This is an optimization exercise on Yosys and OpenROAD, whose aim is small area, a short achievable clock period and few clock cycles per item, not a production implementation. Only simulation tests tie the RTL to the original design; equivalence was not proved.

===== config.mk =====
export PLATFORM = sky130hd
export DESIGN_NAME = l3cc_pll
export DESIGN_NICKNAME = l3cc_pll
export VERILOG_FILES = /design/flow/design.v
export SDC_FILE = /design/flow/constraint.sdc
export NUM_CORES = 4
export LEC_CHECK = 0
export CAP_MARGIN = 20
export CORE_MARGIN = 2
export CORE_UTILIZATION = 40
export SETUP_SLACK_MARGIN = 1
export SLEW_MARGIN = 20

===== constraint.sdc =====
create_clock -name core_clock -period 5.0 [get_ports {clk}]
set_input_delay 1.0000 -clock core_clock [delete_from_list [all_inputs] [get_ports {clk}]]
set_output_delay 1.0000 -clock core_clock [all_outputs]
set_load 0.01 [all_outputs]

===== design.v =====
module l3cc_pll (
    input  wire        clk,
    input  wire        rst,         
    input  wire        start,       
    input  wire [31:0] target,
    input  wire [31:0] source,
    output wire        ready,
    output wire        done,        
    output wire        err,
    output wire        prescale,
    output wire        nwarn,
    output wire        ksat,
    output wire [3:0]  n,
    output wire [23:0] k,
    output wire [31:0] ndiv
);
    function [40:0] bk_carry(input [39:0] a, input [39:0] b, input cin);
        reg [39:0] g, p;
        integer i, l;
        begin
            g = a & b;
            p = a ^ b;
            for (l = 1; l < 40; l = l * 2)
                for (i = 2 * l - 1; i < 40; i = i + 2 * l) begin
                    g[i] = g[i] | (p[i] & g[i - l]);
                    p[i] = p[i] & p[i - l];
                end
            for (l = 32; l >= 1; l = l / 2)
                for (i = 3 * l - 1; i < 40; i = i + 2 * l) begin
                    g[i] = g[i] | (p[i] & g[i - l]);
                    p[i] = p[i] & p[i - l];
                end
            bk_carry = {g | (p & {40{cin}}), cin};
        end
    endfunction
    function [4:0] msb32(input [31:0] x);
        integer i, j;
        reg [31:0] above;    
        reg [31:0] lead;     
        begin
            above[31] = 1'b0;
            for (i = 30; i >= 0; i = i - 1)
                above[i] = above[i+1] | x[i+1];
            lead = x & ~above;
            for (j = 0; j < 5; j = j + 1) begin
                msb32[j] = 1'b0;
                for (i = 0; i < 32; i = i + 1)
                    if ((i >> j) & 1) msb32[j] = msb32[j] | lead[i];
            end
        end
    endfunction
    reg        busy;        
    reg        al;          
    reg        fin;         
    reg [4:0]  cnt;         
    reg [34:0] rem;         
    reg [32:0] d;           
    reg [56:0] q;           
    reg        pre_r;
    reg        err_r;
    reg [5:0]  e_r;         
    reg [4:0]  run;         
    wire       div = busy & ~al;
    assign ready = ~busy;
    assign done  = fin;
    wire [33:0] op_a  = {2'b00, source};
    wire [33:0] op_b  = {1'b0, source, 1'b0};
    wire [33:0] op_c  = ~{3'b000, target[31:1]};
    wire [33:0] cs_s  = op_a ^ op_b ^ op_c;
    wire [33:0] cs_c  = (op_a & op_b) | (op_a & op_c) | (op_b & op_c);
    wire [40:0] pre_c = bk_carry({6'd0, cs_s}, {5'd0, cs_c, 1'b0}, 1'b0);
    wire        pre_a = pre_c[34];
    wire [5:0]  e_a   = {1'b0, msb32(target)} - {1'b0, msb32(source)};
    wire        err_a = (target == 32'd0) || (source[31:1] == 31'd0 &&
                        (source[0] == 1'b0 || target[31:3] == 29'd0 && target[2:0] < 3'd6));
    wire [5:0]  e1    = e_r + 6'd1;
    wire [4:0]  h_np  = e_r[5:1] + {4'd0, e_r[0]};              
    wire [4:0]  h_p   = e1[5] ? 5'd0 : (e1[5:1] + {4'd0, e1[0]});
    wire [4:0]  sh_r  = pre_r ? h_p : h_np;
    wire [31:0] seff  = pre_r ? {1'b0, d[31:1]} : d[31:0];
    wire [32:0] s_al  = {1'b0, seff} << {sh_r, 1'b0};
    wire [39:0] r_x   = {5'd0, rem};
    wire [39:0] d1_x  = {7'd0, d};
    wire [39:0] d2_x  = {6'd0, d, 1'b0};
    wire [40:0] c1    = bk_carry(r_x, ~d1_x, 1'b1);
    wire [40:0] c2    = bk_carry(r_x, ~d2_x, 1'b1);
    wire [39:0] cs3_s = r_x ^ ~d1_x ^ ~d2_x;
    wire [39:0] cs3_k = (r_x & ~d1_x) | (r_x & ~d2_x) | (~d1_x & ~d2_x);
    wire [39:0] cs3_b = {cs3_k[38:0], 1'b1};    
    wire [40:0] c3    = bk_carry(cs3_s, cs3_b, 1'b1);
    wire        ge1   = c1[37];
    wire        ge2   = c2[37];
    wire        ge3   = ~(cs3_s[36] ^ cs3_b[36] ^ c3[36]);   
    wire [32:0] dif1  = rem[32:0] ^ ~d1_x[32:0] ^ c1[32:0];
    wire [32:0] dif2  = rem[32:0] ^ ~d2_x[32:0] ^ c2[32:0];
    wire [32:0] dif3  = cs3_s[32:0] ^ cs3_b[32:0] ^ c3[32:0];
    wire [1:0]  qd    = ge3 ? 2'd3 : ge2 ? 2'd2 : ge1 ? 2'd1 : 2'd0;
    wire [32:0] keep  = ge3 ? dif3 : ge2 ? dif2 : ge1 ? dif1 : rem[32:0];
    always @(posedge clk) begin
        if (rst) begin
            busy <= 1'b0;
            al   <= 1'b0;
            fin  <= 1'b0;
        end else begin
            fin <= 1'b0;
            al  <= 1'b0;
            if (!busy) begin
                if (start) begin
                    busy <= 1'b1;
                    al   <= 1'b1;
                end
            end else if (div && cnt == 5'd0) begin
                busy <= 1'b0;
                fin  <= 1'b1;
            end
        end
    end
    always @(posedge clk) begin
        if (!busy) begin
            rem   <= {2'b00, target, 1'b0};
            d     <= {1'b0, source};
            pre_r <= pre_a;
            err_r <= err_a;
            e_r   <= e_a;
        end else if (al) begin
            d     <= s_al;
            cnt   <= sh_r + 5'd12;
        end else begin
            rem   <= {keep, 2'b00};
            cnt   <= cnt - 5'd1;
        end
        q <= div ? {q[54:0], qd} : 57'd0;
        run <= !div ? 5'd0 : (qd == 2'd3) ? ((run[4:1] == 4'hF) ? 5'd31 : run + 5'd2) :
               {4'd0, qd[0]};
    end
    reg  [24:0] ones;
    integer     oi;
    always @* begin
        for (oi = 0; oi < 25; oi = oi + 1) ones[oi] = (run > oi);
    end
    wire        sat   = ones[24];
    assign err      = err_r;
    assign prescale = pre_r;
    assign ndiv     = q[56:25];
    assign n        = q[28:25];
    assign nwarn    = (ndiv[31:4] != 28'd0) || (ndiv[3:0] < 4'd6) || (ndiv[3:0] > 4'd12);
    assign ksat     = sat;
    assign k        = (q[24:1] ^ ones[23:0]) | {24{sat}};
endmodule

===== run.sh =====
#!/bin/bash
# synth_recipe.tcl (not shown) runs the flow's synth.tcl, then flattens the netlist and writes it again
# the make line also repeats each setting of config.mk as NAME=value (left out here)
make -C /OpenROAD-flow-scripts/flow DESIGN_CONFIG=/design/flow/config.mk WORK_HOME=/design/flow/orfs CLKGATE_MAP_FILE= SYNTH_SCRIPT=/design/flow/synth_recipe.tcl finish

==> results of run 1 <==
==> repair_timing <==
| item | in CTS | in global routing |
|---|---|---|
| endpoints found under the setup margin | 38 | 53 |
| resized for setup | 22 | 48 |
| pin swaps | 2 | 10 |
| setup buffers | 3 | 3 |
| hold endpoints to repair | 0 | 0 |
| gates cloned | 1 | 1 |
| hold buffers | 0 | 0 |
==> per-layer routing <==
metal | GRT usage | vias up
met5 | 0 | -
met3 | 0.03435 | 88
li1 | - | 6825
met1 | 0.3154 | 6925
met2 | 0.4310 | 506
met4 | 0.09072 | 0
==> worst paths after layout <==
check	slack, ps	endpoint	from
max	1120	rem[27]	d[7]
min	440	q[2]	q[0]
max reg2reg	1120	rem[27]	d[7]
min reg2reg	440	q[2]	q[0]
==> metrics by stage <==
| stage | std cells | instance area, um2 | worst slack (ps) | hold slack, ps | util |
|---|---|---|---|---|---|
| finish | 2479 | 18470 | 1121 | 443.2 | 0.4757 |
| global route | 2479 | 18470 | 939.3 | 466.7 | 0.4757 |
| CTS | 2475 | 18280 | 1012 | 452.4 | 0.4708 |
| detailed placement | 2439 | 17580 | 439.9 | 435.1 | 0.4527 |
| global placement | 2439 | 17580 | 556.8 | 426.4 | 0.4527 |
| floorplan | 1851 | 15810 | 1244 | 405.7 | - |
==> worst max-delay path, delay by kind of cell (launching register included) <==
kind            cells  cell delay, ps
compound gates      8            1550
fa+ha+maj           2             810
flops               1             480
simple gates        2             410
buf+inv             2             390
==> cells in the mapped netlist, types with 8 or more instances <==
cell / instances
dfxtp_1: 68
nand2b_1: 22
ha_1: 168
nand3_1: 40
o21a_1: 14
nor4_1: 22
nor2b_1: 13
a31oi_1: 17
nand2_1: 135
and3_1: 14
nor2_1: 131
o221ai_2: 8
o211ai_1: 16
o22ai_1: 27
and2_1: 65
clkbuf_1: 43
buf_1: 9
a211oi_1: 33
mux2_2: 12
o21ai_0: 91
edfxtp_1: 77
nand4_1: 17
xnor2_1: 43
or3_1: 11
buf_2: 12
fa_1: 63
xor2_1: 56
buf_4: 38
a21oi_1: 156
inv_1: 157
a21o_1: 31
nor3_1: 51
mux2i_1: 65
==> sequential cells by signal (all words and copies together), names as in the netlist <==
| register | cells |
|---|---|
| pre_r | 1 |
| d | 33 |
| err_r | 1 |
| rem | 34 |
| al | 1 |
| fin | 1 |
| q | 57 |
| busy | 1 |
| e_r | 6 |
| cnt | 5 |
| run | 5 |
==> final cells by class <==
type / count / area, um2 / share of cell area
inverters: 159 / 601.8 / 0.03258
flip-flops and latches: 145 / 3677 / 0.1991
repair buffers: 181 / 1772 / 0.09592
multi-input cells: 1444 / 11180 / 0.6053
clock inverters: 13 / 138.9 / 0.007519
clock buffers: 19 / 452.9 / 0.02452
well taps: 518 / 648.1 / 0.03509
==> logic make-up after synthesis <==
| kind of cell | Yosys count |
|---|---|
| xor+xnor | 99 |
| simple gates | 549 |
| compound gates | 482 |
| flops | 145 |
| mux | 82 |
| fa+ha+maj | 231 |
| buf+inv | 263 |
==> placed cells by master, fill, tap and decap left out, types with 17 or more instances in the layout <==
cell,instances
a31oi_1,17
inv_2,21
xnor2_1,43
o22ai_1,27
xor2_1,56
nand3_1,40
o21ai_0,87
and2_1,65
nor3_1,49
a21oi_1,151
nand2_1,135
inv_1,135
clkbuf_16,18
fa_1,63
dfxtp_1,67
edfxtp_1,77
buf_4,42
nor2_1,125
nor4_1,19
a211oi_1,32
clkdlybuf4s50_1,129
nand2b_1,22
nand4_1,17
ha_1,167
mux2i_1,65
a21o_1,31
==> run_results.csv, run 1 <==
group,metric,value,unit
synthesis,synthArstFlopShare,0,
synthesis,synth_area_per_cell,8.541,um2
status,outcome,"complete, no violations",
synthesis,postSynthRegisterBits,145,
sta,final_hold_viol_count,0,
synthesis,synth_edf_count,77,
setup_path,cp_slowest_stage_delay,480,ps
die,core,38830,um2
sta,finalClockSkew,13.49,ps
drt,vias,14340,
cts,clock_latency,460,ps
synthesis,yosys.area_share.simple,0.1717,
cts,cts_max_path_buffers,2,
global_route,antenna_found_initial,0,
drt,drt_pass1_iterations,8,
setup_path,arrival,4090,ps
global_route,grt_pass1_vias,14060,
cts,cts_num_sinks,145,
sta,slew-limit-headroom,0.3227,
place,hpwl,40580,um
drt,met2_length,25140,um
setup_path,crit_fanout,17,
layout,nNetsFinal,2246,
global_route,grt_max_degree,60,
die,pin_count,133,
setup_path,worstPathCellList,"inv_2, fa_1, ha_1, a21oi_1, o21ai_1, a41oi_2, o21ai_2, o211ai_4, a21oi_2, o21a_2, or3_1, buf_6, o221ai_2, nor2_1",
die,die_h,202.8,um
setup_path,start_kind,"flip-flop",
global_route,grt_pass1_wl,79260,um
global_route,grt_remaining_overflow,0,
cts,cts_tree,"done",
sta,setup_viol_count_final,0,
setup_path,critPathKind,"flip-flop to flip-flop",
cts,cts-root-buf,"clkbuf_16",
die,die_w,202.8,um
setup_path,reg2regPathDepth,14,
worst_hold_path,hold_path_class,"flip-flop to flip-flop",
sta,tightest_slew,1013,ps
drt,highest_layer,"met4",
synthesis,synth_top_area_share,0.1463,
layout,final_layout_size_suffix_gt1_frac,0.09179,
drt,drt-initial-drc-count,1112,
die,start_util,0.4072,
synthesis,synth_area,15810,um2
synthesis,seq_area_frac_synth,0.2324,
synthesis,netlist_top_cells_area,"edfxtp_1, ha_1, dfxtp_1",
layout,fillers,3813,
synthesis,synth_top_family_by_area,"adder cells",
synthesis,yosysWarnings,1,
worst_hold_path,holdPathStages,1,
sta,final.period_utilization,0.7758,
synthesis,syn_nets,2149,
cts,numCtsBuffers,17,
die,rows,72,
sta,final_max_slew_viol_count,0,
synthesis,muxShareOfSynthArea,0.05683,
drt,antenna_left,0,
drt,drt-met1-wl,22030,um
synthesis,synth_ff_type,"edfxtp_1",
cts,htreeDepth,4,
synthesis,synth_xor_area_frac,0.05485,
drt,wl,51900,um
die,die_area,41130,um2
layout,syn_to_final_growth,16.83,%
synthesis,synth_adder_area_share,0.2127,
sta,fin_crit,3879,ps
synthesis,yosysTopAreaCell,"edfxtp_1",
synthesis,synth.distinct_cells,85,
synthesis,syn-instance-count,1851,
setup_path,cp_slowest_cell,"edfxtp_1",
drt,route.detailed.drc,0,
drt,wl_met3,2944,um
setup_path,worstPathRequired,5210,ps
place,portBuffers,132,
sta,clock.fmax,257.8,MHz
flow_run,cap_violations,0,
layout,num_antenna_cells,0,
sta,finalSetupTns,0,ps
drt,routed_via_density,5.786,
setup_path,crit_path_end_kind,"flip-flop",
synthesis,synth_compound_area_frac,0.1981,
cts,clkTransAtPathRegs,70,ps
drt,post_drt_wl_per_cell,20.94,um
place,routabilityCongestion,0.9454,
sta,rsz0062_at_grt,"true",
global_route,grt_use_total,0.2488,
Testbench counts, summed over its fixed seeds: cycles 26,661, items 1,600.
==> run 2, diff against run 1 <==
--- a/design.v
+++ b/design.v
@@ -34,14 +34,16 @@
         end
     endfunction
     function [4:0] msb32(input [31:0] x);
-        integer i, j;
-        reg [31:0] above;    
+        integer i, j, l;
+        reg [31:0] orh;      
         reg [31:0] lead;     
         begin
-            above[31] = 1'b0;
-            for (i = 30; i >= 0; i = i - 1)
-                above[i] = above[i+1] | x[i+1];
-            lead = x & ~above;
+            orh = x;
+            for (l = 1; l < 32; l = l * 2)         
+                for (i = 0; i < 32; i = i + 1)
+                    if ((i / l) % 2 == 0 && (i / l + 1) * l < 32)
+                        orh[i] = orh[i] | orh[(i / l + 1) * l];
+            lead = x & ~{1'b0, orh[31:1]};
             for (j = 0; j < 5; j = j + 1) begin
                 msb32[j] = 1'b0;
                 for (i = 0; i < 32; i = i + 1)
@@ -54,7 +56,7 @@
     reg        fin;         
     reg [4:0]  cnt;         
     reg [34:0] rem;         
-    reg [32:0] d;           
+    reg [33:0] d;           
     reg [56:0] q;           
     reg        pre_r;
     reg        err_r;
@@ -63,25 +65,24 @@
     wire       div = busy & ~al;
     assign ready = ~busy;
     assign done  = fin;
-    wire [33:0] op_a  = {2'b00, source};
-    wire [33:0] op_b  = {1'b0, source, 1'b0};
-    wire [33:0] op_c  = ~{3'b000, target[31:1]};
-    wire [33:0] cs_s  = op_a ^ op_b ^ op_c;
-    wire [33:0] cs_c  = (op_a & op_b) | (op_a & op_c) | (op_b & op_c);
-    wire [40:0] pre_c = bk_carry({6'd0, cs_s}, {5'd0, cs_c, 1'b0}, 1'b0);
-    wire        pre_a = pre_c[34];
     wire [5:0]  e_a   = {1'b0, msb32(target)} - {1'b0, msb32(source)};
     wire        err_a = (target == 32'd0) || (source[31:1] == 31'd0 &&
                         (source[0] == 1'b0 || target[31:3] == 29'd0 && target[2:0] < 3'd6));
-    wire [5:0]  e1    = e_r + 6'd1;
-    wire [4:0]  h_np  = e_r[5:1] + {4'd0, e_r[0]};              
-    wire [4:0]  h_p   = e1[5] ? 5'd0 : (e1[5:1] + {4'd0, e1[0]});
-    wire [4:0]  sh_r  = pre_r ? h_p : h_np;
-    wire [31:0] seff  = pre_r ? {1'b0, d[31:1]} : d[31:0];
-    wire [32:0] s_al  = {1'b0, seff} << {sh_r, 1'b0};
+    wire        pre_l = ~ge3;
+    wire [31:0] s_r   = d[33:2];
+    wire        e_neg = e_r[5];
+    wire [4:0]  h_np  = e_neg ? 5'd0 : (e_r[5:1] + {4'd0, e_r[0]});
+    wire        right = e_r[0] | e_neg;
+    wire [32:0] d_np  = {1'b0, s_r} << {h_np, 1'b0};
+    wire [32:0] d_clr = d_np & ~(33'd1 << {h_np, 1'b0});
+    wire [32:0] d_pre = right ? {1'b0, d_clr[32:1]} : {d_clr[31:0], 1'b0};
+    wire [32:0] s_al  = pre_l ? d_pre : d_np;
+    wire [4:0]  c_np  = h_np + 5'd12;                   
+    wire [4:0]  c_p   = h_np + {4'd0, ~right} + 5'd12;
+    wire [4:0]  c_al  = pre_l ? c_p : c_np;
     wire [39:0] r_x   = {5'd0, rem};
-    wire [39:0] d1_x  = {7'd0, d};
-    wire [39:0] d2_x  = {6'd0, d, 1'b0};
+    wire [39:0] d1_x  = {6'd0, d};
+    wire [39:0] d2_x  = {5'd0, d, 1'b0};
     wire [40:0] c1    = bk_carry(r_x, ~d1_x, 1'b1);
     wire [40:0] c2    = bk_carry(r_x, ~d2_x, 1'b1);
     wire [39:0] cs3_s = r_x ^ ~d1_x ^ ~d2_x;
@@ -118,13 +119,13 @@
     always @(posedge clk) begin
         if (!busy) begin
             rem   <= {2'b00, target, 1'b0};
-            d     <= {1'b0, source};
-            pre_r <= pre_a;
+            d     <= {source, 2'b00};
             err_r <= err_a;
             e_r   <= e_a;
         end else if (al) begin
-            d     <= s_al;
-            cnt   <= sh_r + 5'd12;
+            d     <= {1'b0, s_al};
+            pre_r <= pre_l;
+            cnt   <= c_al;
         end else begin
             rem   <= {keep, 2'b00};
             cnt   <= cnt - 5'd1;
--- a/config.mk
+++ b/config.mk
@@ -7,6 +7,6 @@
 export LEC_CHECK = 0
 export CAP_MARGIN = 20
 export CORE_MARGIN = 2
-export CORE_UTILIZATION = 40
+export CORE_UTILIZATION = 60
 export SETUP_SLACK_MARGIN = 1
 export SLEW_MARGIN = 20
==> run_results.csv, run 2 <==
group,metric,value,unit
status,outcome,"complete, no violations",
layout,largestRegisters,"q (57), d (34), rem (34)",
sta,clock.fmax,249.9,MHz
drt,drt-initial-drc-count,2153,
synthesis,synth.distinct_cells,96,
global_route,grt_util_met3,0.09040,
place,portBuffers,132,
sta,setup_viol_count_final,0,
global_route,met2_usage,0.5959,
place,dp_cells,2153,
synthesis,yosysTopAreaCell,"edfxtp_1",
setup_path,worstPathRequired,5150,ps
cts,clkTransAtPathRegs,80,ps
global_route,antenna_found_initial,0,
cts,cts_max_path_buffers,2,
sta,rsz0062_at_grt,"true",
synthesis,synth_ff_type,"edfxtp_1",
synthesis,synth_top_area_share,0.1536,
layout,largest_reg_flops,57,
layout,seqCellArea,3699,um2
die,start_util,0.6155,
cts,cts_tree,"done",
layout,final_layout_size_suffix_gt1_frac,0.1266,
layout,fillers,1929,
layout,nNetsFinal,2121,
setup_path,crit_path_end_kind,"flip-flop",
synthesis,netlist_top_cells_area,"edfxtp_1, ha_1, dfxtp_1",
setup_path,start_kind,"flip-flop",
sta,finalClockSkew,17.08,ps
sta,fin_crit,4001,ps
cts,numCtsBuffers,17,
drt,antenna_left,0,
global_route,grt_remaining_overflow,0,
cts,clock_latency,450,ps
drt,drt_pass1_iterations,7,
global_route,top_usage_layer,"met2",
layout,layout_common_cells,"a21oi_1, nand2_1, nor2_1, clkdlybuf4s50_1, ha_1",
cts,cts-root-buf,"clkbuf_16",
layout,final_common_cell,"a21oi_1",
setup_path,crit_fanout,14,
layout,syn_to_final_growth,18.16,%
sta,slew-limit-headroom,0.3208,
synthesis,yosysWarnings,1,
layout,multi_input_area,10650,um2
drt,route.detailed.drc,0,
synthesis,synth_edf_count,77,
synthesis,synthArstFlopShare,0,
synthesis,seq_area_frac_synth,0.2453,
setup_path,critPathKind,"flip-flop to flip-flop",
drt,routed_via_density,6.705,
die,core,24460,um2
setup_path,arrival,4160,ps
sta,tightest_slew,1016,ps
synthesis,synth_area,15060,um2
sta,final_hold_viol_count,0,
global_route,grt_pass1_wl,76070,um
die,die_area,26380,um2
cts,htreeDepth,4,
sta,finalSetupTns,0,ps
cts,cts_num_sinks,146,
die,pin_count,133,
flow_run,cap_violations,0,
synthesis,synth_area_per_cell,8.435,um2
worst_hold_path,hold_path_class,"flip-flop to flip-flop",
layout,stdcell_count,2235,
die,die_w,162.4,um
layout,num_antenna_cells,0,
synthesis,synth.most_common_cell,"a21oi_1",
drt,wl,50210,um
place,routabilityCongestion,1.023,
place,hpwl,35750,um
drt,vias,14990,
synthesis,syn-instance-count,1785,
global_route,met1_usage,0.4756,
sta,final.period_utilization,0.8002,
layout,regMostFlops,"q",
synthesis,synth_common_cells,"a21oi_1, nand2_1, nor2_1, ha_1, inv_1",
synthesis,postSynthRegisterBits,146,
global_route,grt_pass1_vias,13920,
sta,final_max_slew_viol_count,0,
global_route,grt_use_total,0.3685,
synthesis,syn_nets,2008,
global_route,grt_max_degree,61,
die,rows,57,
drt,post_drt_wl_per_cell,22.46,um
die,die_h,162.4,um
run 2: changes by cell type after synthesis, sizes merged, moves of 10 or more:
cell,delta
o211ai,+16
mux4,+13
a311oi,+11
mux2i,-35
fa,-29
nor2,+21
inv,-76
nor3,-16
nand2b,-10
ha,-46
buf,+11
nand2,+17
o22ai,-14
o2bb2ai,+17
run 2: layout make-up:
| class | count | share of cell area |
|---|---|---|
| clock inverters | 12 | 0.008650 |
| well taps | 324 | 0.02279 |
| flip-flops and latches | 146 | 0.2079 |
| inverters | 83 | 0.01906 |
| multi-input cells | 1434 | 0.5987 |
| repair buffers | 216 | 0.1154 |
| clock buffers | 20 | 0.02750 |
run 2: repair_timing:
action                                  in CTS  in global routing
endpoints found under the setup margin      86                 80
buffers inserted                             9                 37
gates cloned                                 3                  1
hold buffers                                 0                  0
pin swaps                                    9                 16
resized for setup                           35                 53
run 2: kinds of logic (layout without fill, tap and decap cells):
| family | after synthesis | count (layout) | share of synthesized area |
|---|---|---|---|
| AO/OA/AOI/OAI | 555 | 555 | 0.2513 |
| adder cells (fa/ha/maj) | 156 | 156 | 0.1466 |
| multiplexers | 53 | 53 | 0.05086 |
| buffers and inverters | 207 | 331 | 0.06448 |
| flip-flops | 146 | 146 | 0.2453 |
| AND/OR/NAND/NOR | 563 | 565 | 0.1804 |
| XOR/XNOR | 105 | 105 | 0.06108 |
run 2: through the flow:
| stage | setup WS, ps | instance area, um2 | util | hold WS [ps] |
|---|---|---|---|---|
| after floorplan | 1305 | 15060 | - | 405.7 |
| after global placement | 400.9 | 16430 | 0.6717 | 410.0 |
| after detailed placement | 254.8 | 16430 | 0.6717 | 417.0 |
| after CTS | 997.4 | 17250 | 0.7051 | 449.3 |
| after global routing | 941.9 | 17790 | 0.7273 | 466.2 |
| final | 998.9 | 17790 | 0.7273 | 443.5 |
run 2: final timing paths:
path	cells after the start	end	start	slack (ps)
min	1	q[2]	q[0]	440
max	14	rem[28]	d[7]	1000
min reg2reg	1	q[2]	q[0]	440
max reg2reg	14	rem[28]	d[7]	1000
run 2: worst max-delay path, cell delays in order, from the launching register on:
cell and delay, ps:
edfxtp_1 490, inv_2 160, fa_1 480, ha_4 310, nand4_1 170, a21oi_2 280, o21ai_2 120, a31oi_4 280
o211ai_2 170, a221oi_4 450, buf_12 220, nand2_2 140, buf_6 230, o22ai_1 120, a31oi_1 70
run 2: layer usage:
layer  vias up  part of all wire
met3       190              0.11
met1      6983              0.39
met4         0             0.050
li1       6834                 -
met5         -                 0
met2       978              0.45
Testbench counts of run 2, summed over its fixed seeds: cycles 26,661, items 1,600.
==> run 3, diff against run 2 <==
--- a/design.v
+++ b/design.v
@@ -63,13 +63,16 @@
     reg [5:0]  e_r;         
     reg [4:0]  run;         
     wire       div = busy & ~al;
-    assign ready = ~busy;
+    wire       last = div & (cnt == 5'd0);
+    assign ready = ~busy | last;
+    wire       acc  = start & ready;
     assign done  = fin;
     wire [5:0]  e_a   = {1'b0, msb32(target)} - {1'b0, msb32(source)};
-    wire        err_a = (target == 32'd0) || (source[31:1] == 31'd0 &&
-                        (source[0] == 1'b0 || target[31:3] == 29'd0 && target[2:0] < 3'd6));
     wire        pre_l = ~ge3;
+    wire [31:0] t_r   = rem[32:1];
     wire [31:0] s_r   = d[33:2];
+    wire        err_l = (t_r == 32'd0) || (s_r[31:1] == 31'd0 &&
+                        (s_r[0] == 1'b0 || t_r[31:3] == 29'd0 && t_r[2:0] < 3'd6));
     wire        e_neg = e_r[5];
     wire [4:0]  h_np  = e_neg ? 5'd0 : (e_r[5:1] + {4'd0, e_r[0]});
     wire        right = e_r[0] | e_neg;
@@ -103,30 +106,25 @@
             al   <= 1'b0;
             fin  <= 1'b0;
         end else begin
-            fin <= 1'b0;
-            al  <= 1'b0;
-            if (!busy) begin
-                if (start) begin
-                    busy <= 1'b1;
-                    al   <= 1'b1;
-                end
-            end else if (div && cnt == 5'd0) begin
+            fin <= last;
+            al  <= acc;
+            if (acc)
+                busy <= 1'b1;
+            else if (last)
                 busy <= 1'b0;
-                fin  <= 1'b1;
-            end
         end
     end
     always @(posedge clk) begin
-        if (!busy) begin
+        if (acc) begin
             rem   <= {2'b00, target, 1'b0};
             d     <= {source, 2'b00};
-            err_r <= err_a;
             e_r   <= e_a;
         end else if (al) begin
             d     <= {1'b0, s_al};
             pre_r <= pre_l;
+            err_r <= err_l;
             cnt   <= c_al;
-        end else begin
+        end else if (div) begin
             rem   <= {keep, 2'b00};
             cnt   <= cnt - 5'd1;
         end
==> run_results.csv, run 3 <==
group,metric,value,unit
status,outcome,"complete, no violations",
synthesis,synth_common_cells,"nor2_1, nand2_1, a21oi_1, ha_1, o21ai_0",
place,routabilityCongestion,0.9895,
worst_hold_path,holdPathStages,1,
setup_path,r2r-start,"rem[1]",
die,pin_count,133,
layout,layout_common_cells,"nor2_1, nand2_1, a21oi_1, clkdlybuf4s50_1, ha_1",
sta,layout_setup_ws,935.0,ps
layout,final_layout_size_suffix_gt1_frac,0.1072,
die,start_util,0.6075,
synthesis,syn-instance-count,1798,
synthesis,seq_area_frac_synth,0.2515,
layout,num_antenna_cells,0,
cts,numCtsBuffers,17,
cts,clock_latency,450,ps
sta,final_max_slew_viol_count,0,
setup_path,crit_buf_inv,4,
layout,largest_reg_flops,57,
synthesis,synth_area,14690,um2
global_route,antenna_found_initial,0,
place,dp_cells,2175,
drt,antenna_left,0,
setup_path,cp_slowest_stage_delay,550,ps
global_route,grt_pass1_wl,76530,um
flow_run,cap_violations,0,
die,rows,57,
synthesis,yosysTopAreaCell,"edfxtp_1",
die,core,24180,um2
drt,wl,49830,um
die,die_area,25750,um2
layout,regMostFlops,"q",
setup_path,crit_start,"rem[1]",
place,place_ws,477.0,ps
sta,fin_crit,4065,ps
drt,drt_pass1_iterations,6,
synthesis,syn_nets,2021,
place,dpl_cell_area,16110,um2
synthesis,netlist_top_cells_area,"edfxtp_1, ha_1, dfxtp_1",
cts,clkTransAtPathRegs,70,ps
global_route,grt_pass1_vias,14060,
drt,routed_via_density,6.618,
synthesis,synthArstFlopShare,0,
drt,drt-initial-drc-count,1872,
layout,final_common_cell,"nor2_1",
synthesis,synth.distinct_cells,93,
setup_path,worstPathCellList,"inv_1, ha_1, o21a_1, o221a_2, a311o_2, a21oi_4, buf_12, o21ai_4, o31ai_4, buf_4, nor2_4, buf_4, a221oi_1, a31oi_1",
sta,tightest_slew,981.5,ps
setup_path,crit_top_cell,"buf_4",
sta,final_hold_viol_count,0,
sta,final.period_utilization,0.8130,
cts,htreeDepth,4,
sta,setup_viol_count_final,0,
die,die_w,160.5,um
synthesis,postSynthRegisterBits,146,
worst_hold_path,hold_path_class,"flip-flop to flip-flop",
setup_path,arrival,4250,ps
layout,stdcell_count,2246,
synthesis,yosysWarnings,1,
layout,fin_area,17280,um2
die,die_h,160.5,um
sta,finalClockSkew,10.24,ps
setup_path,start_kind,"flip-flop",
layout,largestRegisters,"q (57), d (34), rem (34)",
synthesis,synth_edf_count,77,
cts,cts-root-buf,"clkbuf_16",
setup_path,critPathKind,"flip-flop to flip-flop",
layout,nNetsFinal,2132,
setup_path,worstPathRequired,5190,ps
sta,hold_ws,439.1,ps
synthesis,synth.most_common_cell,"nor2_1",
worst_hold_path,hp-start,"q[0]",
setup_path,crit_path_end_kind,"flip-flop",
drt,route.detailed.drc,0,
layout,post-route-util,0.7146,
global_route,grt_use_total,0.3808,
synthesis,synth_area_per_cell,8.169,um2
global_route,grt_remaining_overflow,0,
cts,cts_tree,"done",
setup_path,cp_num_cells,14,
global_route,grt_max_degree,61,
cts,cts_max_path_buffers,2,
place,hpwl,36670,um
drt,vias,14860,
sta,finalSetupTns,0,ps
synthesis,synth_top_area_share,0.1574,
layout,syn_to_final_growth,17.63,%
synthesis,synth_ff_type,"edfxtp_1",
drt,post_drt_wl_per_cell,22.19,um
sta,rsz0062_at_grt,"true",
cts,cts_num_sinks,146,
setup_path,reg2regPathDepth,14,
place,portBuffers,132,
sta,slew-limit-headroom,0.3443,
sta,clock.fmax,246.0,MHz
setup_path,crit_family,"compound AO/OA/AOI/OAI gates",
setup_path,cp_slowest_cell,"edfxtp_1",
setup_path,crit_fanout,7,
==> run 3: path summary, 6_finish.rpt <==
path                                end  slack [ps]
worst max-delay path            rem[32]         930
worst min-delay path               q[2]         440
worst max register to register  rem[32]         930
worst min register to register     q[2]         440
==> run 3: logic make-up (layout without fill, tap and decap cells) <==
family                     Yosys count  count (layout)  synth area share
xor gates and xnor gates           103             103           0.06142
buffers and inverters              193             316           0.06142
DFF                                146             146            0.2515
adders and majority gates          156             156            0.1503
AOI/OAI and AO/OA                  507             508            0.2226
muxes                               57              57           0.04583
and+or+nand+nor                    636             636            0.2070
==> run 3: cell type report <==
| cell class | instances | area, um2 |
|---|---|---|
| Inverter | 83 | 332.8 |
| Tap cell | 324 | 405.4 |
| Clock inverter | 14 | 130.1 |
| Sequential cell | 146 | 3694 |
| Clock buffer | 18 | 450.4 |
| Multi-Input combinational cell | 1460 | 10350 |
| Timing Repair Buffer | 201 | 1917 |
| Fill cell | 1930 | 6899 |
==> run 3: routing by layer <==
metal  up-vias  global-route usage  part of all wire
li1       6762                   -                 -
met1      6936              0.4871              0.39
met2       964              0.6089              0.45
met3       201             0.08652              0.11
met4         0              0.1884             0.051
met5         -                   0                 0
==> run 3: worst register-to-register path: stages (launching register included) <==
cell and delay [ps]:
edfxtp_1 550, inv_1 90, ha_1 320, o21a_1 260, o221a_2 360, a311o_2 480, a21oi_4 220, buf_12 140
o21ai_4 80, o31ai_4 370, buf_4 200, nor2_4 80, buf_4 150, a221oi_1 380, a31oi_1 130
==> run 3: repair_timing <==
action | in CTS | in global routing
setup endpoints to repair | 81 | 75
setup buffers | 17 | 21
pin swaps | 8 | 11
cloned | 1 | 0
hold buffers | 0 | 0
resized for setup | 35 | 36
Testbench counts of run 3, summed over its fixed seeds: cycles 25,069, items 1,600.
==> run 4, diff against run 3 <==
==> flow/run.sh (new file) <==
#!/bin/bash
# The standard layout, with the port buffers made from the platform's
# smallest buffer (buf_1) instead of the default choice; the resizer still
# sizes them up where timing or slew needs it.
set -euo pipefail
export BUFFER_PORTS_ARGS="-buffer_cell sky130_fd_sc_hd__buf_1"
bash standard.sh > standard.log 2>&1
==> standard.sh (new file) <==
#!/bin/bash
# synth_recipe.tcl (not shown) runs the flow's synth.tcl, then flattens the netlist and writes it again
# the make line also repeats each setting of config.mk as NAME=value (left out here)
make -C /OpenROAD-flow-scripts/flow DESIGN_CONFIG=/design/flow/config.mk WORK_HOME=/design/flow/orfs CLKGATE_MAP_FILE= SYNTH_SCRIPT=/design/flow/synth_recipe.tcl "${@:-finish}"
removed: run.sh
==> run_results.csv, run 4 <==
group,metric,value,unit
status,outcome,"complete, no violations",
cts,cts_max_path_buffers,2,
synthesis,postSynthRegisterBits,146,
die,start_util,0.6075,
drt,route.detailed.drc,0,
layout,largestRegisters,"q (57), d (34), rem (34)",
sta,final_max_slew_viol_count,0,
drt,drt-initial-drc-count,1725,
layout,largest_reg_flops,57,
die,pin_count,133,
layout,stdcell_count,2285,
synthesis,synth_common_cells,"nor2_1, nand2_1, a21oi_1, ha_1, o21ai_0",
synthesis,seq_area_frac_synth,0.2515,
layout,fillers,2004,
drt,drt_pass1_iterations,8,
place,portBuffers,132,
setup_path,worstPathCellList,"fa_1, ha_1, a21oi_1, nand3_1, nor2_1, o21bai_2, a31o_2, o41a_1, a21bo_2, xnor2_1, nor3_1, a221o_1",
global_route,met2_usage,0.6176,
cts,cts_hold_buf,0,
setup_path,critPathKind,"flip-flop to flip-flop",
layout,regMostFlops,"q",
die,rows,57,
synthesis,synthArstFlopShare,0,
place,dp_cells,2181,
cts,cts_tree,"done",
place,place_ws,394.0,ps
die,core,24180,um2
sta,tightest_slew,868.2,ps
global_route,grt_use_total,0.3844,
die,die_w,160.5,um
drt,post_drt_wl_per_cell,22.54,um
global_route,grt_util_met3,0.09917,
cts,htreeDepth,4,
setup_path,rrSetupSlack,990,ps
global_route,met1_usage,0.4787,
layout,final_common_cell,"nor2_1",
global_route,grt_remaining_overflow,0,
die,die_h,160.5,um
sta,fin_crit,4014,ps
cts,cts-root-buf,"clkbuf_16",
synthesis,syn_nets,2021,
setup_path,crit_fanout,5,
sta,final.period_utilization,0.8028,
setup_path,arrival,4210,ps
cts,clock_latency,440,ps
drt,antenna_left,0,
drt,routed_via_density,6.604,
drt,wl,51510,um
layout,syn_to_final_growth,14.92,%
synthesis,synth_area_per_cell,8.169,um2
setup_path,crit_family,"compound AO/OA/AOI/OAI gates",
layout,layout_common_cells,"nor2_1, nand2_1, a21oi_1, buf_1, ha_1",
layout,post-route-util,0.6982,
synthesis,synth.distinct_cells,93,
setup_path,start_kind,"flip-flop",
sta,layout_setup_ws,986.1,ps
sta,rsz0062_at_grt,"true",
global_route,grt_pass1_vias,13900,
drt,vias,15090,
setup_path,crit_path_end_kind,"flip-flop",
die,die_area,25750,um2
setup_path,cp_slowest_stage_delay,640,ps
sta,finalClockSkew,12.35,ps
global_route,top_usage_layer,"met2",
place,hpwl,37470,um
setup_path,cp_slowest_cell,"edfxtp_1",
synthesis,netlist_top_cells_area,"edfxtp_1, ha_1, dfxtp_1",
place,dpl_cell_area,15330,um2
layout,num_antenna_cells,0,
layout,final_layout_size_suffix_gt1_frac,0.1254,
sta,setup_viol_count_final,0,
synthesis,synth.most_common_cell,"nor2_1",
global_route,grt_pass1_wl,77180,um
global_route,grt_max_degree,61,
sta,clock.fmax,249.1,MHz
place,routabilityCongestion,1.016,
setup_path,crit_buf_inv,0,
synthesis,synth_ff_type,"edfxtp_1",
synthesis,synth_area,14690,um2
synthesis,yosysWarnings,1,
setup_path,worstPathRequired,5200,ps
synthesis,syn-instance-count,1798,
layout,nNetsFinal,2171,
cts,clkTransAtPathRegs,80,ps
sta,slew-limit-headroom,0.4159,
flow_run,cap_violations,0,
global_route,antenna_found_initial,1,
worst_hold_path,hold_path_class,"flip-flop to flip-flop",
sta,finalSetupTns,0,ps
synthesis,synth_top_area_share,0.1574,
synthesis,yosysTopAreaCell,"edfxtp_1",
sta,final_hold_viol_count,0,
layout,fin_area,16880,um2
cts,cts_num_sinks,146,
synthesis,synth_edf_count,77,
cts,numCtsBuffers,17,
[run 4: cell families after synthesis]
family / count (synthesis) / share of synthesized area
AND/OR/NAND/NOR: 636 / 0.2070
XOR/XNOR: 103 / 0.06142
buffers and inverters: 193 / 0.06142
multiplexers: 57 / 0.04583
AO/OA/AOI/OAI: 507 / 0.2226
adder cells (fa/ha/maj): 156 / 0.1503
flip-flops: 146 / 0.2515
[run 4: timing repair]
| item | CTS | global route |
|---|---|---|
| buffers inserted | 22 | 43 |
| pin swaps | 8 | 21 |
| resized for setup | 23 | 53 |
| endpoints found under the setup margin | 79 | 76 |
| gates cloned | 3 | 4 |
[run 4: final timing paths]
kind,end,cells past startpoint,startpoint
worst max-delay path,rem[24],12,rem[7]
worst min-delay path,q[2],1,q[0]
worst max register to register,rem[24],12,rem[7]
worst min register to register,q[2],1,q[0]
[run 4: final cells by class]
| type | count | area [um2] | area share |
|---|---|---|---|
| clock inverter | 15 | 186.4 | 0.01104 |
| timing repair buffer | 239 | 1469 | 0.08702 |
| multi-input combinational | 1461 | 10370 | 0.6145 |
| inverter | 83 | 327.8 | 0.01942 |
| sequential | 146 | 3694 | 0.2188 |
| clock buffer | 17 | 425.4 | 0.02520 |
| tap | 324 | 405.4 | 0.02402 |
[run 4: routing by layer]
layer	wire length [um]	vias up
li1	-	6824
met1	19470	7095
met2	23100	933
met3	5650	236
met4	3271	2
met5	13	-
[run 4: worst register-to-register path, cell delays in order, from the launching register on]
cell	delay (ps)
edfxtp_1	640
fa_1	510
ha_1	370
a21oi_1	220
nand3_1	200
nor2_1	220
o21bai_2	140
a31o_2	300
o41a_1	390
a21bo_2	250
xnor2_1	190
nor3_1	80
a221o_1	270
[run 4: per-stage QoR]
stage | hold WS [ps]
after CTS | 458.2
after global routing | 494.5
after global placement | 416.7
after detailed placement | 439.9
after floorplan | 405.7
final | 450.5
==> run 5, diff against run 4 <==
--- a/design.v
+++ b/design.v
@@ -56,26 +56,25 @@
     reg        fin;         
     reg [4:0]  cnt;         
     reg [34:0] rem;         
-    reg [33:0] d;           
+    reg [33:0] dn;          
     reg [56:0] q;           
     reg        pre_r;
     reg        err_r;
-    reg [5:0]  e_r;         
+    reg [6:0]  e1_r;        
     reg [4:0]  run;         
     wire       div = busy & ~al;
     wire       last = div & (cnt == 5'd0);
     assign ready = ~busy | last;
     wire       acc  = start & ready;
     assign done  = fin;
-    wire [5:0]  e_a   = {1'b0, msb32(target)} - {1'b0, msb32(source)};
+    wire [6:0]  e1_a  = {2'b00, msb32(target)} - {2'b00, msb32(source)} + 7'd1;
     wire        pre_l = ~ge3;
     wire [31:0] t_r   = rem[32:1];
-    wire [31:0] s_r   = d[33:2];
+    wire [31:0] s_r   = ~dn[33:2];
     wire        err_l = (t_r == 32'd0) || (s_r[31:1] == 31'd0 &&
                         (s_r[0] == 1'b0 || t_r[31:3] == 29'd0 && t_r[2:0] < 3'd6));
-    wire        e_neg = e_r[5];
-    wire [4:0]  h_np  = e_neg ? 5'd0 : (e_r[5:1] + {4'd0, e_r[0]});
-    wire        right = e_r[0] | e_neg;
+    wire [4:0]  h_np  = e1_r[6] ? 5'd0 : e1_r[5:1];       
+    wire        right = ~e1_r[0] | e1_r[6];              
     wire [32:0] d_np  = {1'b0, s_r} << {h_np, 1'b0};
     wire [32:0] d_clr = d_np & ~(33'd1 << {h_np, 1'b0});
     wire [32:0] d_pre = right ? {1'b0, d_clr[32:1]} : {d_clr[31:0], 1'b0};
@@ -84,19 +83,19 @@
     wire [4:0]  c_p   = h_np + {4'd0, ~right} + 5'd12;
     wire [4:0]  c_al  = pre_l ? c_p : c_np;
     wire [39:0] r_x   = {5'd0, rem};
-    wire [39:0] d1_x  = {6'd0, d};
-    wire [39:0] d2_x  = {5'd0, d, 1'b0};
-    wire [40:0] c1    = bk_carry(r_x, ~d1_x, 1'b1);
-    wire [40:0] c2    = bk_carry(r_x, ~d2_x, 1'b1);
-    wire [39:0] cs3_s = r_x ^ ~d1_x ^ ~d2_x;
-    wire [39:0] cs3_k = (r_x & ~d1_x) | (r_x & ~d2_x) | (~d1_x & ~d2_x);
+    wire [39:0] n1_x  = {6'h3F, dn};             
+    wire [39:0] n2_x  = {5'h1F, dn, 1'b1};       
+    wire [40:0] c1    = bk_carry(r_x, n1_x, 1'b1);
+    wire [40:0] c2    = bk_carry(r_x, n2_x, 1'b1);
+    wire [39:0] cs3_s = r_x ^ n1_x ^ n2_x;
+    wire [39:0] cs3_k = (r_x & n1_x) | (r_x & n2_x) | (n1_x & n2_x);
     wire [39:0] cs3_b = {cs3_k[38:0], 1'b1};    
     wire [40:0] c3    = bk_carry(cs3_s, cs3_b, 1'b1);
     wire        ge1   = c1[37];
     wire        ge2   = c2[37];
     wire        ge3   = ~(cs3_s[36] ^ cs3_b[36] ^ c3[36]);   
-    wire [32:0] dif1  = rem[32:0] ^ ~d1_x[32:0] ^ c1[32:0];
-    wire [32:0] dif2  = rem[32:0] ^ ~d2_x[32:0] ^ c2[32:0];
+    wire [32:0] dif1  = rem[32:0] ^ n1_x[32:0] ^ c1[32:0];
+    wire [32:0] dif2  = rem[32:0] ^ n2_x[32:0] ^ c2[32:0];
     wire [32:0] dif3  = cs3_s[32:0] ^ cs3_b[32:0] ^ c3[32:0];
     wire [1:0]  qd    = ge3 ? 2'd3 : ge2 ? 2'd2 : ge1 ? 2'd1 : 2'd0;
     wire [32:0] keep  = ge3 ? dif3 : ge2 ? dif2 : ge1 ? dif1 : rem[32:0];
@@ -117,10 +116,10 @@
     always @(posedge clk) begin
         if (acc) begin
             rem   <= {2'b00, target, 1'b0};
-            d     <= {source, 2'b00};
-            e_r   <= e_a;
+            dn    <= ~{source, 2'b00};
+            e1_r  <= e1_a;
         end else if (al) begin
-            d     <= {1'b0, s_al};
+            dn    <= ~{1'b0, s_al};
             pre_r <= pre_l;
             err_r <= err_l;
             cnt   <= c_al;
==> run_results.csv, run 5 <==
group,metric,value,unit
synthesis,synth.distinct_cells,88,
layout,nNetsFinal,2149,
cts,cts_max_path_buffers,2,
setup_path,start_kind,"flip-flop",
synthesis,yosysTopAreaCell,"edfxtp_1",
drt,wl,51230,um
drt,drt-initial-drc-count,1830,
synthesis,seq_area_frac_synth,0.2490,
setup_path,arrival,4190,ps
cts,cts-root-buf,"clkbuf_16",
drt,routed_via_density,6.649,
setup_path,worstPathRequired,5200,ps
layout,final_layout_size_suffix_gt1_frac,0.1139,
global_route,grt_use_total,0.3825,
synthesis,synth_top_area_share,0.1598,
drt,vias,15060,
cts,cts_hold_buf,0,
drt,antenna_left,0,
layout,largest_reg_flops,57,
synthesis,synth_common_cells,"nor2_1, nand2_1, a21oi_1, ha_1, edfxtp_1",
sta,final_max_slew_viol_count,0,
synthesis,syn-instance-count,1789,
layout,largestRegisters,"q (57), dn (34), rem (34)",
sta,final_hold_viol_count,0,
place,portBuffers,132,
die,core,24460,um2
worst_hold_path,hold_path_class,"flip-flop to flip-flop",
layout,regMostFlops,"q",
synthesis,syn_nets,2011,
place,routabilityCongestion,1.008,
die,die_w,162.3,um
sta,slew-limit-headroom,0.3475,
setup_path,crit_fanout,7,
sta,finalSetupTns,0,ps
place,hpwl,36760,um
flow_run,cap_violations,0,
layout,syn_to_final_growth,14.13,%
sta,tightest_slew,976.7,ps
global_route,grt_pass1_wl,78180,um
synthesis,synth.most_common_cell,"nor2_1",
setup_path,crit_path_end_kind,"flip-flop",
die,die_h,162.3,um
die,rows,57,
status,outcome,"complete, no violations",
sta,final.period_utilization,0.7996,
sta,finalClockSkew,17.53,ps
setup_path,critPathKind,"flip-flop to flip-flop",
global_route,antenna_found_initial,0,
synthesis,netlist_top_cells_area,"edfxtp_1, ha_1, dfxtp_1",
sta,rsz0062_at_grt,"true",
die,pin_count,133,
sta,hold_ws,420.5,ps
sta,clock.fmax,250.1,MHz
cts,cts_tree,"done",
cts,numCtsBuffers,17,
cts,htreeDepth,4,
global_route,grt_remaining_overflow,0,
drt,route.detailed.drc,0,
layout,final_common_cell,"nor2_1",
synthesis,synth_ff_type,"edfxtp_1",
die,die_area,26330,um2
cts,cts_num_sinks,147,
synthesis,postSynthRegisterBits,147,
cts,clkTransAtPathRegs,70,ps
die,start_util,0.6145,
synthesis,synth_edf_count,80,
cts,clock_latency,440,ps
drt,drt_pass1_iterations,6,
synthesis,synth_area,15030,um2
synthesis,synth_area_per_cell,8.402,um2
sta,setup_viol_count_final,0,
layout,layout_common_cells,"nor2_1, nand2_1, buf_1, a21oi_1, ha_1",
global_route,grt_pass1_vias,14180,
drt,post_drt_wl_per_cell,22.62,um
synthesis,synthArstFlopShare,0,
synthesis,yosysWarnings,1,
global_route,grt_max_degree,62,
sta,fin_crit,3998,ps
## run 5: cell families after synthesis
kind of cell	Yosys count	share of synthesized area
AOI/OAI and AO/OA	483	0.2204
xor gates and xnor gates	94	0.05477
adders and majority gates	155	0.1460
buffers and inverters	174	0.05535
DFF	147	0.2490
muxes	83	0.06492
and+or+nand+nor	653	0.2095
## run 5: what timing repair did
action,CTS,global route
setup buffers,39,28
pin swaps,5,23
setup endpoints to repair,70,75
gates resized for setup,17,39
gates cloned,2,0
## run 5: layout make-up
cell class | count | area [um2]
Fill cell | 1977 | 7306
Multi-Input combinational cell | 1468 | 10740
Timing Repair Buffer | 242 | 1469
Tap cell | 324 | 405.4
Clock inverter | 14 | 158.9
Inverter | 51 | 196.4
Sequential cell | 147 | 3744
Clock buffer | 18 | 439.2
Antenna cell | 1 | 2.502
## run 5: final timing paths
check / end / slack (ps) / start / depth (start not counted)
min reg2reg: q[2] / 420 / q[0] / 1
max reg2reg: rem[26] / 1000 / dn[25] / 13
min: q[2] / 420 / q[0] / 1
max: rem[26] / 1000 / dn[25] / 13
## run 5: worst max-delay path, cell delays in order, from the launching register on
cell	delay, ps
edfxtp_1	450
fa_1	610
ha_4	230
a21o_1	160
a21o_1	180
a221o_1	340
or4_1	490
a21oi_2	160
a21bo_4	170
o21ai_4	90
clkinv_4	130
buf_12	130
nand2_1	250
o221a_2	350
## run 5: metal layers
metal / GRT usage / vias to the layer above / wire length [um]
met5: 0 / - / 0
met4: 0.1641 / 0 / 2482
met3: 0.09627 / 172 / 5582
met2: 0.6033 / 919 / 22890
met1: 0.5001 / 7073 / 20270
li1: - / 6896 / -
## run 5: per-stage QoR
stage / worst slack (ps) / std cells / utilization / area [um2]
detailed placement: 427.8 / 2163 / 0.6415 / 15690
global placement: 465.6 / 2163 / 0.6415 / 15690
finish: 1002 / 2265 / 0.7013 / 17160
global route: 954.4 / 2264 / 0.7012 / 17150
CTS: 990.2 / 2236 / 0.6847 / 16750
floorplan: 1047 / 1789 / - / 15040
Testbench counts of run 5, summed over its fixed seeds: cycles 25,069, items 1,600.
==> run 6, diff against run 5 <==
==> run.sh (new file) <==
#!/bin/bash
# synth_recipe.tcl (not shown) runs the flow's synth.tcl, then flattens the netlist and writes it again
# the make line also repeats each setting of config.mk as NAME=value (left out here)
make -C /OpenROAD-flow-scripts/flow DESIGN_CONFIG=/design/flow/config.mk WORK_HOME=/design/flow/orfs CLKGATE_MAP_FILE= SYNTH_SCRIPT=/design/flow/synth_recipe.tcl finish
removed: flow/run.sh
removed: standard.sh
==> run_results.csv, run 6 <==
group,metric,value,unit
status,outcome,"complete, no violations",
synthesis,synth_common_cells,"nor2_1, nand2_1, a21oi_1, ha_1, edfxtp_1",
global_route,grt_remaining_overflow,0,
synthesis,yosysWarnings,1,
synthesis,syn_nets,2011,
sta,finalSetupTns,0,ps
die,die_area,26330,um2
die,rows,57,
drt,drt_pass1_iterations,7,
sta,clock.fmax,249.6,MHz
setup_path,critPathKind,"flip-flop to flip-flop",
setup_path,worstPathRequired,5170,ps
place,dp_cells,2170,
sta,rsz0062_at_grt,"true",
layout,largestRegisters,"q (57), dn (34), rem (34)",
synthesis,postSynthRegisterBits,147,
synthesis,synth.distinct_cells,88,
cts,clock_latency,450,ps
layout,nNetsFinal,2151,
drt,drt-met1-wl,19860,um
cts,cts-root-buf,"clkbuf_16",
place,portBuffers,132,
synthesis,synth_area_per_cell,8.402,um2
sta,slew-limit-headroom,0.2502,
drt,routed_via_density,6.675,
synthesis,yosysTopAreaCell,"edfxtp_1",
die,die_h,162.3,um
sta,final_max_slew_viol_count,0,
cts,cts_num_sinks,147,
layout,syn_to_final_growth,20.33,%
global_route,grt_max_degree,65,
flow_run,cap_violations,0,
setup_path,crit_fanout,7,
drt,highest_layer,"met5",
drt,post_drt_wl_per_cell,22.55,um
setup_path,start_kind,"flip-flop",
synthesis,synth_ff_type,"edfxtp_1",
die,die_w,162.3,um
drt,vias,15130,
synthesis,synth_edf_count,80,
cts,cts_max_path_buffers,2,
place,routabilityCongestion,1.001,
layout,regMostFlops,"q",
sta,tightest_slew,1122,ps
global_route,grt_pass1_wl,77270,um
setup_path,cp_slowest_stage_delay,540,ps
setup_path,crit_top_cell,"buf_12",
die,pin_count,133,
layout,layout_common_cells,"nor2_1, nand2_1, clkdlybuf4s50_1, a21oi_1, ha_1",
layout,fillers,1901,
place,hpwl,36380,um
sta,finalClockSkew,13.36,ps
setup_path,worstPathCellList,"buf_12, fa_1, ha_4, nand4_1, nor4_2, buf_4, or3_4, nand3_2, a21bo_4, o21ai_4, buf_8, buf_12, buf_4, buf_12, mux2i_1, mux2i_1",
synthesis,synth_area,15030,um2
drt,drt-initial-drc-count,1542,
worst_hold_path,hold_path_class,"flip-flop to flip-flop",
sta,setup_viol_count_final,0,
cts,numCtsBuffers,17,
drt,wl_met3,5217,um
place,dpl_cell_area,16570,um2
sta,layout_setup_ws,993.2,ps
synthesis,synth.most_common_cell,"nor2_1",
setup_path,cp_slowest_cell,"fa_1",
cts,cts_tree,"done",
die,core,24460,um2
layout,stdcell_count,2267,
drt,met2_length,23140,um
layout,final_layout_size_suffix_gt1_frac,0.1215,
setup_path,crit_path_end_kind,"flip-flop",
synthesis,syn-instance-count,1789,
sta,hold_ws,482.1,ps
die,start_util,0.6145,
synthesis,seq_area_frac_synth,0.2490,
drt,wl,51130,um
drt,antenna_left,0,
drt,route.detailed.drc,0,
synthesis,netlist_top_cells_area,"edfxtp_1, ha_1, dfxtp_1",
layout,largest_reg_flops,57,
setup_path,arrival,4170,ps
layout,post-route-util,0.7395,
global_route,grt_use_total,0.3788,
place,place_ws,243.6,ps
layout,final_common_cell,"nor2_1",
sta,final.period_utilization,0.8014,
sta,final_hold_viol_count,0,
cts,clkTransAtPathRegs,80,ps
sta,fin_crit,4007,ps
global_route,grt_pass1_vias,14000,
synthesis,synth_top_area_share,0.1598,
cts,htreeDepth,4,
global_route,antenna_found_initial,1,
synthesis,synthArstFlopShare,0,
layout,fin_area,18090,um2
-- run 6: cell count changes in the layout (fill, tap and decap cells not counted), moves of 3 or more --
cell / change
clkdlybuf4s50_1: +128
buf_8: +3
clkinv_8: +4
nor4_2: +3
a31oi_1: +3
buf_4: -4
dlygate4sd2_1: +4
buf_1: -132
inv_6: -3
nor3_1: -3
nor3_2: +3
-- run 6: timing repair --
item / 4_1_cts / 5_1_grt
gates cloned: 3 / 1
pin swaps: 22 / 30
setup endpoints to repair: 89 / 76
hold buffers: 0 / 0
gates resized for setup: 32 / 49
buffers inserted: 39 / 21
-- run 6: worst max-delay path: cells and delay by family, from the launching register on --
kind | cells | cell delay [ps]
buf+inv | 6 | 900
fa+ha+maj | 2 | 860
simple gates | 4 | 820
flops | 1 | 420
compound gates | 2 | 400
mux | 2 | 310
-- run 6: area by class of cell --
cell class	instances	area (um2)	area share
multi-input combinational	1469	10800	0.5971
sequential	147	3744	0.2070
timing repair buffer	242	2311	0.1278
clock buffer	17	425.4	0.02352
tap	324	405.4	0.02241
inverter	51	203.9	0.01127
clock inverter	15	186.4	0.01031
timing repair inverter	1	8.758	0.0004842
antenna	1	2.502	0.0001383
-- run 6: cells by family (layout without fill, tap and decap cells) --
family,Yosys count,in the layout,share of synthesized area
AND/OR/NAND/NOR,653,654,0.2095
AO/OA/AOI/OAI,483,483,0.2204
buffers and inverters,174,326,0.05535
adder cells (fa/ha/maj),155,155,0.1460
flip-flops,147,147,0.2490
XOR/XNOR,94,94,0.05477
multiplexers,83,83,0.06492
other,0,1,0
-- run 6: metal layers --
layer	vias up	global-route usage
li1	6906	-
met1	7126	0.4808
met2	919	0.6124
met3	179	0.06997
met4	2	0.2072
met5	-	0
-- run 6: worst paths after layout --
check,cells past startpoint,slack (ps),from,endpoint
worst max-delay path,16,990,dn[10],cnt[0]
worst min-delay path,1,480,q[3],q[5]
worst max register to register,16,990,dn[10],cnt[0]
worst min register to register,1,480,q[3],q[5]

==> afterwards: timing with drivers on the ports <==
How much do the figures lean on ideal ports? The routed layouts below were timed once more, with nothing changed but the port constraints. Step 1: set_driving_cell puts a clkbuf_16 on clk and a buf_2 on each other input, an assumption about the parent block. Step 2 adds t to the input delays and takes it off the output delays; t is the mean of the earliest and latest rising clock arrival at the registers after step 1. Input paths then give back, and output paths get back, about the clock's delay inside the block. Slacks: ideal / step 1 / step 2; pairs: ideal / step 1.
run | t (ns) | setup WS [ns] | worst setup path after step 2 | slew at the worst register clock pin (ns)
run 1 | 0.510 | 1.121 / 1.121 / 0.685 | input to register | 0.08 / 0.08
run 2 | 0.488 | 0.999 / 0.999 / 0.609 | input to register | 0.08 / 0.08
run 3 | 0.496 | 0.935 / 0.935 / 0.688 | input to register | 0.07 / 0.07
run 4 | 0.487 | 0.986 / 0.986 / 0.904 | input to register | 0.08 / 0.08
run 5 | 0.483 | 1.002 / 1.002 / 0.657 | input to register | 0.08 / 0.08
run 6 | 0.493 | 0.993 / 0.993 / 0.542 | input to register | 0.08 / 0.08
After both steps setup and hold are still met in every run listed. For run 6, which loses most, drivers alone change the setup slack by 0.000 ns; drivers and shift together by -0.451 ns.
